This design comes from an exercise in tuning for small area, a short achievable clock period and few clock cycles on the open sky130 flow, not from production work. The RTL was checked by simulation tests, not by an equivalence proof against the original design. Power figures rest on the tool's default switching activity, not on a simulated workload.

==> run Z <==
==> flow/design.v (excerpt) <==
module codec_unit (
    input  wire        clk,
    input  wire        rst,
    input  wire        reg_we,
    input  wire [3:0]  reg_addr,
    input  wire [31:0] reg_wdata,
    output wire        busy,
    output reg  [6:0]  status,
    output reg  [31:0] rcnt,
    output wire [31:0] rcons,
    output reg         mem_valid,
    output reg         mem_we,
    output wire [31:0] mem_addr,
    output reg  [7:0]  mem_wdata,
    input  wire        mem_ready,
    input  wire [7:0]  mem_rdata
);
clock: 12.0 ns
lec_check: 0
cap_margin: 20
core_margin: 2
core_utilization: 60
slew_margin: 20
standard.sh (not shown) runs the stock make flow with config.mk's settings and CLKGATE_MAP_FILE= SYNTH_SCRIPT=/design/flow/synth_recipe.tcl, a recipe that flattens the netlist after the stock synthesis.
==> flow/flow/run.sh <==
#!/bin/bash
set -o pipefail
export SETUP_SLACK_MARGIN=7
export TNS_END_PERCENT=0
bash standard.sh > standard.log 2>&1
==> run R: changes against run Z <==
- CORE_UTILIZATION: 60 -> 40
==> impl_metrics.py <==
metrics = {
    "outcome": {
        "run_status": "complete, no violations",
    },
    "layout": {
        "final_design_area_no_fill_um2": 38800,
        "drive_gt1_share_pct": 9.50,
        "clock_buffer_count": 72,
    },
    "detailed_routing": {
        "routed-wl-met2_um": 64500,
    },
    "timing": {
        "fin_crit_sh_pct": 45.7,
    },
    "grt": {
        "globalRouteMet3Util_pct": 4.69,
    },
    "critical_path": {
        "critical_path.cell_chain": "inv_2, fa_1, inv_1, fa_1, ha_4, fa_2, nand2_1, nand4_1, o22ai_2, xnor2_1, ha_1, o21ai_2, o211ai_1, a31oi_2, o31a_1, buf_4, o21ai_4, a221o_1, mux2i_2, a31oi_1, a21oi_1, o31ai_1",
    },
}
# the run above: run R

==> impl_metrics.py <==
metrics = {
    "timing": {
        "fin_crit_sh_pct": 46.9,
    },
    "detailed_routing": {
        "routed-wl-met2_um": 57200,
    },
    "critical_path": {
        "critical_path.cell_chain": "xor2_1, nor4_2, nand4_1, buf_4, nor3_4, o21ai_0, clkdlybuf4s50_1",
    },
    "outcome": {
        "run_status": "complete, no violations",
    },
    "logic_synthesis": {
        "post_syn_area_per_cell_um2": 7.63,
    },
    "grt": {
        "globalRouteMet3Util_pct": 9.42,
    },
    "layout": {
        "final_design_area_no_fill_um2": 38200,
    },
}
# the run above: run Z

Testbench counts of run Z, summed over its fixed seeds: cycles 221,008.
Testbench counts of run R, summed over its fixed seeds: cycles 221,008.

---

==> run a <==
codec_unit, a different RTL version from the one above (not shown whole).
export LEC_CHECK = 0
export CAP_MARGIN = 20
export CORE_MARGIN = 2
export CORE_UTILIZATION = 40
export SETUP_SLACK_MARGIN = 5
export SLEW_MARGIN = 20
create_clock -name core_clock -period 12.0 [get_ports {clk}]
run.sh (not shown) runs the stock make flow with config.mk's settings and CLKGATE_MAP_FILE= SYNTH_SCRIPT=/design/flow/synth_recipe.tcl, a recipe that flattens the netlist after the stock synthesis.
Stock flow here: none of the scripts above is used.
==> inputs of run b, as changes to run a <==
--- a/flow/design.v
+++ b/flow/design.v
@@ -77,10 +77,13 @@
     reg [2:0]  drop;          
     reg [5:0]  fr;            
     reg [1:0]  k;             
     reg [1:0]  wb;            
     reg        uw;            
+    reg        pkw;           
+    reg        ulb;           
+    reg        ufr8;          
     reg [7:0]  cur;
     reg [6:0]  prv;
     reg [7:0]  sel;
     reg [1:0]  q;
     reg [2:0]  jr;            
@@ -153,11 +156,11 @@
     reg         inv;
     reg         cin;
     wire [35:0] aop = ({36{a_acc}} & acc) |
                       ({36{a_src}} & {4'd0, src_r}) |
                       ({36{a_dst}} & {4'd0, dst_r});
-    wire [31:0] xv  = ({32{x_slen & !x_dcap & !x_arg & !x_dst}} & slen_r) |
+    wire [31:0] xv  = ({32{x_slen}} & slen_r) |
                       ({32{x_dcap}} & dcap_r) | ({32{x_arg}} & arg_r) | ({32{x_dst}} & dst_r);
     wire [35:0] xs  = (sh == 2'd0) ? {4'd0, xv} :
                       (sh == 2'd1) ? {3'd0, xv, 1'b0} : {2'd0, xv, 2'b00};
     wire [35:0] bv  = b_sm ? {30'd0, bsm} : xs;
     wire [35:0] bop = inv ? ~bv : bv;
@@ -177,15 +180,15 @@
         begin
             lmask = (n >= 6'd8) ? 8'hFF : ~(8'hFF << n[2:0]);
         end
     endfunction
     wire pk_last  = (fr <= 6'd8) || (k == ewl);
-    wire pk_wr    = (pb >= 6'd8) || (cz && ((pb != 6'd0) || (wb != 2'd0)));
+    wire pk_wr    = pkw;    
     wire pk_done  = cz && (pb <= 6'd8) && (wb == 2'd3);        
     wire [14:0] pk_in = {7'd0, mem_rdata & lmask(fr)} << pb[2:0];
-    wire [5:0] up_d     = (fr >= 6'd8) ? 6'd8 : fr;             
-    wire       up_lastb = (k == ewl);
+    wire [5:0] up_d     = ufr8 ? 6'd8 : fr;                     
+    wire       up_lastb = ulb;
     wire [5:0] up_c     = up_lastb ? fr : up_d;                 
     wire       up_fit   = (up_c <= pb);
     wire [5:0] up_e     = up_c - pb;
     wire [14:0] up_sh   = bb >> up_c[3:0];
     wire [14:0] up_in   = {7'd0, mem_rdata >> drop} << pb[2:0];
@@ -248,38 +251,68 @@
     wire gd_ck3 = sv[S_GD] && gv[G_CK3];
     wire gd_wr  = sv[S_GD] && gv[G_WR];
     wire gd_vwr = sv[S_GD] && gv[G_VWR];
     wire gd_oth = sv[S_GD] && !(gd_rd || gd_ck1 || gd_ck2 || gd_ck3);
     wire op_hbi = opk1[0];
-    wire mul0   = (mstep == 3'd0);
-    wire a_acc = sv[S_CHK4] | sv[S_CHK5] | sv[S_U1] | (sv[S_MUL] & !mul0) | sv[S_MC1] |
-                 sv[S_PK] | sv[S_GC1] | sv[S_GCC1] | sv[S_GCC2] | sv[S_GC2] | sv[S_GDI2] |
-                 gd_rd | gd_ck1 | gd_ck2 | gd_ck3;
-    wire a_src = (sv[S_CHK1] & !op_hbi) | sv[S_CHK3];
-    wire ck1f  = sv[S_CHK1] & fastck;     
-    wire a_dst = sv[S_CHK2];
-    wire x_slen = sv[S_IDLE] | (sv[S_CHK1] & !fastck) | sv[S_CHK5] | (sv[S_MUL] & is_pk) |
-                  (sv[S_MC1] & !is_pk) | sv[S_GCC3] | gd_ck2;
-    wire x_dcap = sv[S_CHK2] | sv[S_CHK4] | sv[S_U1] | (sv[S_MC1] & is_pk) | sv[S_GCC2] |
-                  sv[S_GDI2];
-    wire x_arg  = sv[S_CHK6] | (sv[S_MUL] & !is_pk) | sv[S_UP] | gd_oth;
-    wire x_dst  = sv[S_CHK3] | ck1f;
-    wire sh_s   = (sv[S_CHK1] & !fastck) | sv[S_CHK5];
-    wire sh_d   = sv[S_CHK2] | sv[S_CHK4];
-    wire [1:0] shv = sh_s ? ks : sh_d ? kd : 2'd0;
+    function [11:0] ctlf;
+        input [20:0] v;         
+        input [7:0]  g;         
+        input [2:0]  ms;        
+        input [4:0]  ok;        
+        input        fc, pk, im;
+        input [5:0]  bw;
+        input [1:0]  s_k, d_k;
+        reg gdrd, gdc1, gdc2, gdc3, gdot, c1f, hb;
+        reg a_a, a_s, a_d, x_s, x_c, x_a, x_d, s_s, s_d, bs, iv, ci;
+        reg [1:0] shx;
+        begin
+            gdrd = v[S_GD] & (g[G_SEL] | g[G_RD] | g[G_VRD]);
+            gdc1 = v[S_GD] & g[G_CK1];
+            gdc2 = v[S_GD] & g[G_CK2];
+            gdc3 = v[S_GD] & g[G_CK3];
+            gdot = v[S_GD] & !(gdrd | gdc1 | gdc2 | gdc3);
+            hb   = ok[0];
+            c1f  = v[S_CHK1] & fc;
+            a_a  = v[S_CHK4] | v[S_CHK5] | v[S_U1] | (v[S_MUL] & (ms != 3'd0)) | v[S_MC1] |
+                   v[S_PK] | v[S_GC1] | v[S_GCC1] | v[S_GCC2] | v[S_GC2] | v[S_GDI2] |
+                   gdrd | gdc1 | gdc2 | gdc3;
+            a_s  = (v[S_CHK1] & !hb) | v[S_CHK3];
+            a_d  = v[S_CHK2];
+            x_c  = v[S_CHK2] | v[S_CHK4] | v[S_U1] | (v[S_MC1] & pk) | v[S_GCC2] | v[S_GDI2];
+            x_a  = v[S_CHK6] | (v[S_MUL] & !pk) | v[S_UP] | gdot;
+            x_d  = v[S_CHK3] | c1f;
+            x_s  = !(x_c | x_a | x_d);
+            s_s  = (v[S_CHK1] & !fc) | v[S_CHK5];
+            s_d  = v[S_CHK2] | v[S_CHK4];
+            shx  = s_s ? s_k : s_d ? d_k : 2'd0;
+            bs   = (v[S_CHK1] & hb) | (v[S_MUL] & !bw[5] & !bw[ms]) | v[S_PK] | v[S_GC1] |
+                   v[S_GCC1] | v[S_GC2] | ((v[S_CHK6] | gdot) & im) | gdrd | gdc1 | gdc3;
+            iv   = v[S_CHK3] | c1f | v[S_CHK4] | v[S_U1] | v[S_MC1] | v[S_GCC2] | v[S_GDI2] |
+                   gdc2 | gdc3;
+            ci   = v[S_CHK3] | c1f | v[S_CHK4] | (v[S_MUL] & !bw[5]) | gdc3;
+            ctlf = {a_a, a_s, a_d, x_s, x_c, x_a, x_d, shx, bs, iv, ci};
+        end
+    endfunction
+    reg  [11:0] ctl;
+    wire a_acc  = ctl[11];
+    wire a_src  = ctl[10];
+    wire a_dst  = ctl[9];
+    wire x_slen = ctl[8];
+    wire x_dcap = ctl[7];
+    wire x_arg  = ctl[6];
+    wire x_dst  = ctl[5];
+    wire [1:0] shv = ctl[4:3];
+    wire b_smw  = ctl[2];
+    wire invw   = ctl[1];
+    wire cinw   = ctl[0];
     wire sm_hbi = sv[S_CHK1] & op_hbi;
     wire sm_pend = sv[S_GC1] | sv[S_GCC1];
     wire sm_four = (sv[S_CHK6] | gd_oth) & imm;
     wire sm_sum  = gd_ck1 | gd_ck3;
-    wire b_smw = sm_hbi | (sv[S_MUL] & !bw_r[5] & !bw_r[mstep]) | sv[S_PK] | sm_pend |
-                 sv[S_GC2] | sm_four | gd_rd | sm_sum;
     wire [5:0] bsmw = ({6{sm_hbi}} & hbi(arg_r)) | ({6{sm_pend}} & {3'd0, pend}) |
                       ({6{sm_four}} & 6'd4) | ({6{gd_rd}} & 6'd1) |
                       ({6{sm_sum}} & {1'b0, gd_sum});
-    wire invw = sv[S_CHK3] | ck1f | sv[S_CHK4] | sv[S_U1] | sv[S_MC1] | sv[S_GCC2] | sv[S_GDI2] |
-                gd_ck2 | gd_ck3;
-    wire cinw = sv[S_CHK3] | ck1f | sv[S_CHK4] | (sv[S_MUL] & !bw_r[5]) | gd_ck3;
     always @(*) begin
         a_sel = a_acc ? A_ACC : a_src ? A_SRC : a_dst ? A_DST : A_ZERO;
         x_sel = x_dcap ? X_DCAP : x_arg ? X_ARG : x_dst ? X_DST : X_SLEN;
         sh    = shv;
         b_sm  = b_smw;
@@ -298,11 +331,11 @@
                     ({8{sv[S_UP]}} & bb[7:0] & lmask(up_d)) |
                     ({8{sv[S_GC2] & (cph == C_WR)}} &
                          ((tl != 2'd0) ? {started, vg_wr} : cur)) |
                     ({8{sv[S_GC2] & (cph == C_WR0)}} & {started, cur[6:0]}) |
                     ({8{sv[S_GC2] & (cph == C_SEL)}} & sel) |
-                    ({8{gd_wr & (k <= gd_code)}} & cur) |
+                    ({8{gd_wr}} & cur) |
                     ({8{gd_vwr}} & vw_data);
     end
     assign mem_addr = mwe ? waddr : raddr;
     function [31:0] step;
         input [31:0] p;
@@ -327,10 +360,15 @@
     reg [5:0] pbn, frn;
     reg [5:0] pbx;
     reg       czx, uwx;
     reg [1:0] wbx, cphx;
     reg       mwe;           
+    reg [2:0] msx;
+    reg [4:0] opk1_n;
+    reg       fastck_n, imm_n;
+    reg [5:0] bw_n;
+    reg [1:0] ks_n, kd_n;
     reg [2:0] ac_op;
     reg [1:0] rc_op;
     reg       fin;
     reg [6:0] fin_st;
     task finish_ok;
@@ -353,10 +391,11 @@
         end
     endtask
     always @(posedge clk) begin
         state_n = state;
         gph_n   = gph;
+        msx     = mstep;
         pbx     = pb;
         czx     = cz;
         wbx     = wb;
         cphx    = cph;
         uwx     = uw;
@@ -423,11 +462,11 @@
         S_CHK5: begin
             ac_op   = AC_Y;              
             state_n = S_CHK6;
         end
         S_CHK6: begin
-            mstep <= 3'd0;
+            msx = 3'd0;
             q     <= 2'd0;
             k     <= 2'd0;
             pend  <= 3'd0;
             czx    = !slen_nz;
             if (opk1[3])
@@ -453,11 +492,11 @@
         S_U1: begin
             capf  <= !yneg;
             state_n = S_MUL;
         end
         S_MUL: begin
-            mstep <= mstep + 3'd1;
+            msx = mstep + 3'd1;
             if (bw_r[5]) begin
                 ac_op = AC_Y;
                 state_n = S_MC1;
             end else begin
                 ac_op = AC_HALF;
@@ -469,10 +508,12 @@
             bb   <= 15'd0;
             pbx   = 6'd0;
             drop <= 3'd0;
             fr   <= bw_r;
             k    <= 2'd0;
+            ulb  <= (ewl == 2'd0);
+            ufr8 <= (bw_r >= 6'd8);
             wbx   = 2'd0;
             uwx   = 1'b0;
             cf   <= !yneg;
             if (is_pk) begin
                 state_n = S_PK;
@@ -532,27 +573,30 @@
                         drop <= up_e[2:0];
                     end
                     if (up_lastb) begin
                         frn   = bw_r;
                         k     <= 2'd0;
+                        ulb   <= (ewl == 2'd0);
                         rc_op = RC_DEC;
                         if (rcnt_one)
                             finish_ok(AC_SHL2, RC_Y);
                     end else begin
                         frn = fr - up_d;
                         k   <= k + 2'd1;
+                        ulb <= (k + 2'd1 == ewl);
                     end
                 end else begin
                     bb   <= bb | up_in;
                     pbn  = pb + 6'd8 - {3'd0, drop};
                     drop <= 3'd0;
                     rdl  = 4'd1;
                 end
             end
-            pbx = pbn;
-            fr <= frn;
-            uwx = (pbn >= ((frn >= 6'd8) ? 6'd8 : frn));
+            pbx  = pbn;
+            fr   <= frn;
+            ufr8 <= (frn >= 6'd8);
+            uwx  = (pbn >= ((frn >= 6'd8) ? 6'd8 : frn));
             cf <= 1'b0;
             if (cf)
                 finish_err(E_CORRUPT);
             else if (capf)
                 finish_err(E_CAPACITY);
@@ -733,10 +777,12 @@
                                 gph_n = (rcnt > 32'd4) ? G_SEL : G_VRD;
                             else
                                 gph_n = G_RD;
                         end else if (k + 2'd1 <= gd_code)
                             gph_n = G_RD;
+                        else
+                            cur <= 8'd0;     
                     end
                 end
                 default: begin   
                     if (xfer) begin
                         wdl = 4'd1;
@@ -780,15 +826,26 @@
             status <= fin_st;
             state_n = S_IDLE;
         end
         state <= state_n;
         sv    <= onehot(state_n);
+        mstep <= msx;
+        opk1_n   = cmd_we ? (5'd1 << (w_opk - 3'd1)) : opk1;
+        fastck_n = cmd_we ? ((src_r[31:30] == 2'd0) && (dst_r[31:30] == 2'd0) &&
+                             (slen_r[31:28] == 4'd0) && (dcap_r[31:28] == 4'd0)) : fastck;
+        imm_n    = cmd_we ? ((w_op == 8'h10) || (w_op == 8'h11)) : imm;
+        bw_n     = cmd_we ? w_bw : bw_r;
+        ks_n     = cmd_we ? w_ks : ks;
+        kd_n     = cmd_we ? w_kd : kd;
+        ctl   <= ctlf(onehot(state_n), 8'd1 << gph_n, msx, opk1_n, fastck_n, opk1_n[1],
+                      imm_n, bw_n, ks_n, kd_n);
         pb    <= pbx;
         cz    <= czx;
         wb    <= wbx;
         cph   <= cphx;
         uw    <= uwx;
+        pkw   <= (pbx >= 6'd8) || (czx && ((pbx != 6'd0) || (wbx != 2'd0)));
         mwe   <= ((state_n == S_PK) && ((pbx >= 6'd8) ||
                                         (czx && ((pbx != 6'd0) || (wbx != 2'd0))))) ||
                  ((state_n == S_UP) && uwx) ||
                  ((state_n == S_GC2) && (cphx != C_RD)) ||
                  ((state_n == S_GD) && ((gph_n == G_WR) || (gph_n == G_VWR)));
@@ -800,10 +857,11 @@
             src_r  <= 32'd0;
             slen_r <= 32'd0;
             arg_r  <= 32'd0;
             state  <= S_IDLE;
             sv     <= onehot(S_IDLE);
+            ctl    <= ctlf(onehot(S_IDLE), 8'd1, 3'd0, 5'd0, 1'b0, 1'b0, 1'b0, 6'd0, 2'd0, 2'd0);
             mwe    <= 1'b0;
             status <= 7'd0;
             rcnt   <= 32'd0;
             acc    <= 36'd0;
         end
==> flow/flow/run.sh (new file) <==
#!/bin/bash
set -o pipefail
export SETUP_SLACK_MARGIN=8
export TNS_END_PERCENT=0
bash standard.sh > standard.log 2>&1
==> flow/standard.sh (new file) <==
#!/bin/bash
# synth_recipe.tcl (not shown) runs the flow's synth.tcl, then flattens the netlist and writes it again
# the make line also repeats each setting of config.mk as NAME=value (left out here)
make -C /OpenROAD-flow-scripts/flow DESIGN_CONFIG=/design/flow/config.mk WORK_HOME=/design/flow/orfs CLKGATE_MAP_FILE= SYNTH_SCRIPT=/design/flow/synth_recipe.tcl "${@:-finish}"
--- a/flow/config.mk
+++ b/flow/config.mk
@@ -5,8 +5,7 @@
 export SDC_FILE = /design/flow/constraint.sdc
 export NUM_CORES = 4
 export LEC_CHECK = 0
 export CAP_MARGIN = 20
 export CORE_MARGIN = 2
-export CORE_UTILIZATION = 40
-export SETUP_SLACK_MARGIN = 5
+export CORE_UTILIZATION = 60
 export SLEW_MARGIN = 20
removed: flow/run.sh
==> results_tabular.tex <==
\begin{tabular}{lr}
\hline
Metric & Value \\
\hline
\multicolumn{2}{l}{\textbf{Placed design}} \\
\quad Cell Count Post-Placement & 5219 \\
\multicolumn{2}{l}{\textbf{Final layout}} \\
\quad Utilization after layout & 45.4\% \\
\quad Total number of multi-input combinational cells & 3304 \\
\quad Register fraction of the total cell area & 28.0\% \\
\multicolumn{2}{l}{\textbf{Synthesis}} \\
\quad Sequential cell area fraction in the yosys report & 31.5\% \\
\multicolumn{2}{l}{\textbf{Pwr}} \\
\quad Power drawn by the clock network & 1.77 mW \\
\quad Sw power & 1.17 mW \\
\quad Share of total power in the clock network & 44.6\% \\
\multicolumn{2}{l}{\textbf{Global routing}} \\
\quad Pin count of the biggest net entering global routing & 106 \\
\multicolumn{2}{l}{\textbf{Routing}} \\
\quad Number of violations reported at the end of detailed-routing iteration 0 & 4112 \\
\multicolumn{2}{l}{\textbf{Run status}} \\
\quad Result of the run & no timing/DRC/antenna violations \\
\multicolumn{2}{l}{\textbf{Floorplan}} \\
\quad CORE AREA & 81600 µm² \\
\multicolumn{2}{l}{\textbf{Clocking}} \\
\quad Clock sink count & 438 \\
\quad Count of instances resized after the clock tree is built & 1 \\
\hline
\end{tabular}
[end of results for run a]
==> results_tabular.tex <==
\begin{tabular}{lr}
\hline
Metric & Value \\
\hline
\multicolumn{2}{l}{\textbf{Run status}} \\
\quad Result of the run & no timing/DRC/antenna violations \\
\multicolumn{2}{l}{\textbf{Final layout}} \\
\quad Utilization after layout & 68.3\% \\
\quad Total number of multi-input combinational cells & 3468 \\
\multicolumn{2}{l}{\textbf{Floorplan}} \\
\quad CORE AREA & 56200 µm² \\
\multicolumn{2}{l}{\textbf{Clocking}} \\
\quad Clock sink count & 443 \\
\quad Count of instances resized after the clock tree is built & 112 \\
\multicolumn{2}{l}{\textbf{Global routing}} \\
\quad Pin count of the biggest net entering global routing & 102 \\
\multicolumn{2}{l}{\textbf{Routing}} \\
\quad Number of violations reported at the end of detailed-routing iteration 0 & 5849 \\
\multicolumn{2}{l}{\textbf{Pwr}} \\
\quad Power drawn by the clock network & 1.68 mW \\
\hline
\end{tabular}
[end of results for run b]
Testbench counts of run a, summed over its fixed seeds: cycles 221,008.
Testbench counts of run b, summed over its fixed seeds: cycles 221,008.

-- port drivers added, routing unchanged --
In the flow no input, the clock included, has a driving cell. The finished layouts below were timed again as built, in two steps.
Step 1 assumes that a clkbuf_16 drives the clock port and a buf_2 every other input.
Step 2 times the ports against the registers' clock, not the clock port: input delays grow and output delays shrink by t, the midpoint of the rising clock arrivals with the driver on.
Slacks: no drivers / after step 1 / after step 2; pairs: no drivers / after step 1.
run | t (ns) | setup WS [ns] | worst setup path at the end | cell pins on the clock port's net
run Z | 0.685 | 6.368 / 6.302 / 5.808 | input to register | 1
run R | 0.708 | 6.512 / 6.512 / 5.932 | input to register | 1
run a | 0.714 | 5.271 / 5.289 / 4.575 | input to register | 1
run b | 0.682 | 6.490 / 6.424 / 6.020 | input to register | 1
After both steps setup and hold are still met in every run listed. For run a, which loses most, drivers alone change the setup slack by +0.018 ns; drivers and shift together by -0.696 ns.
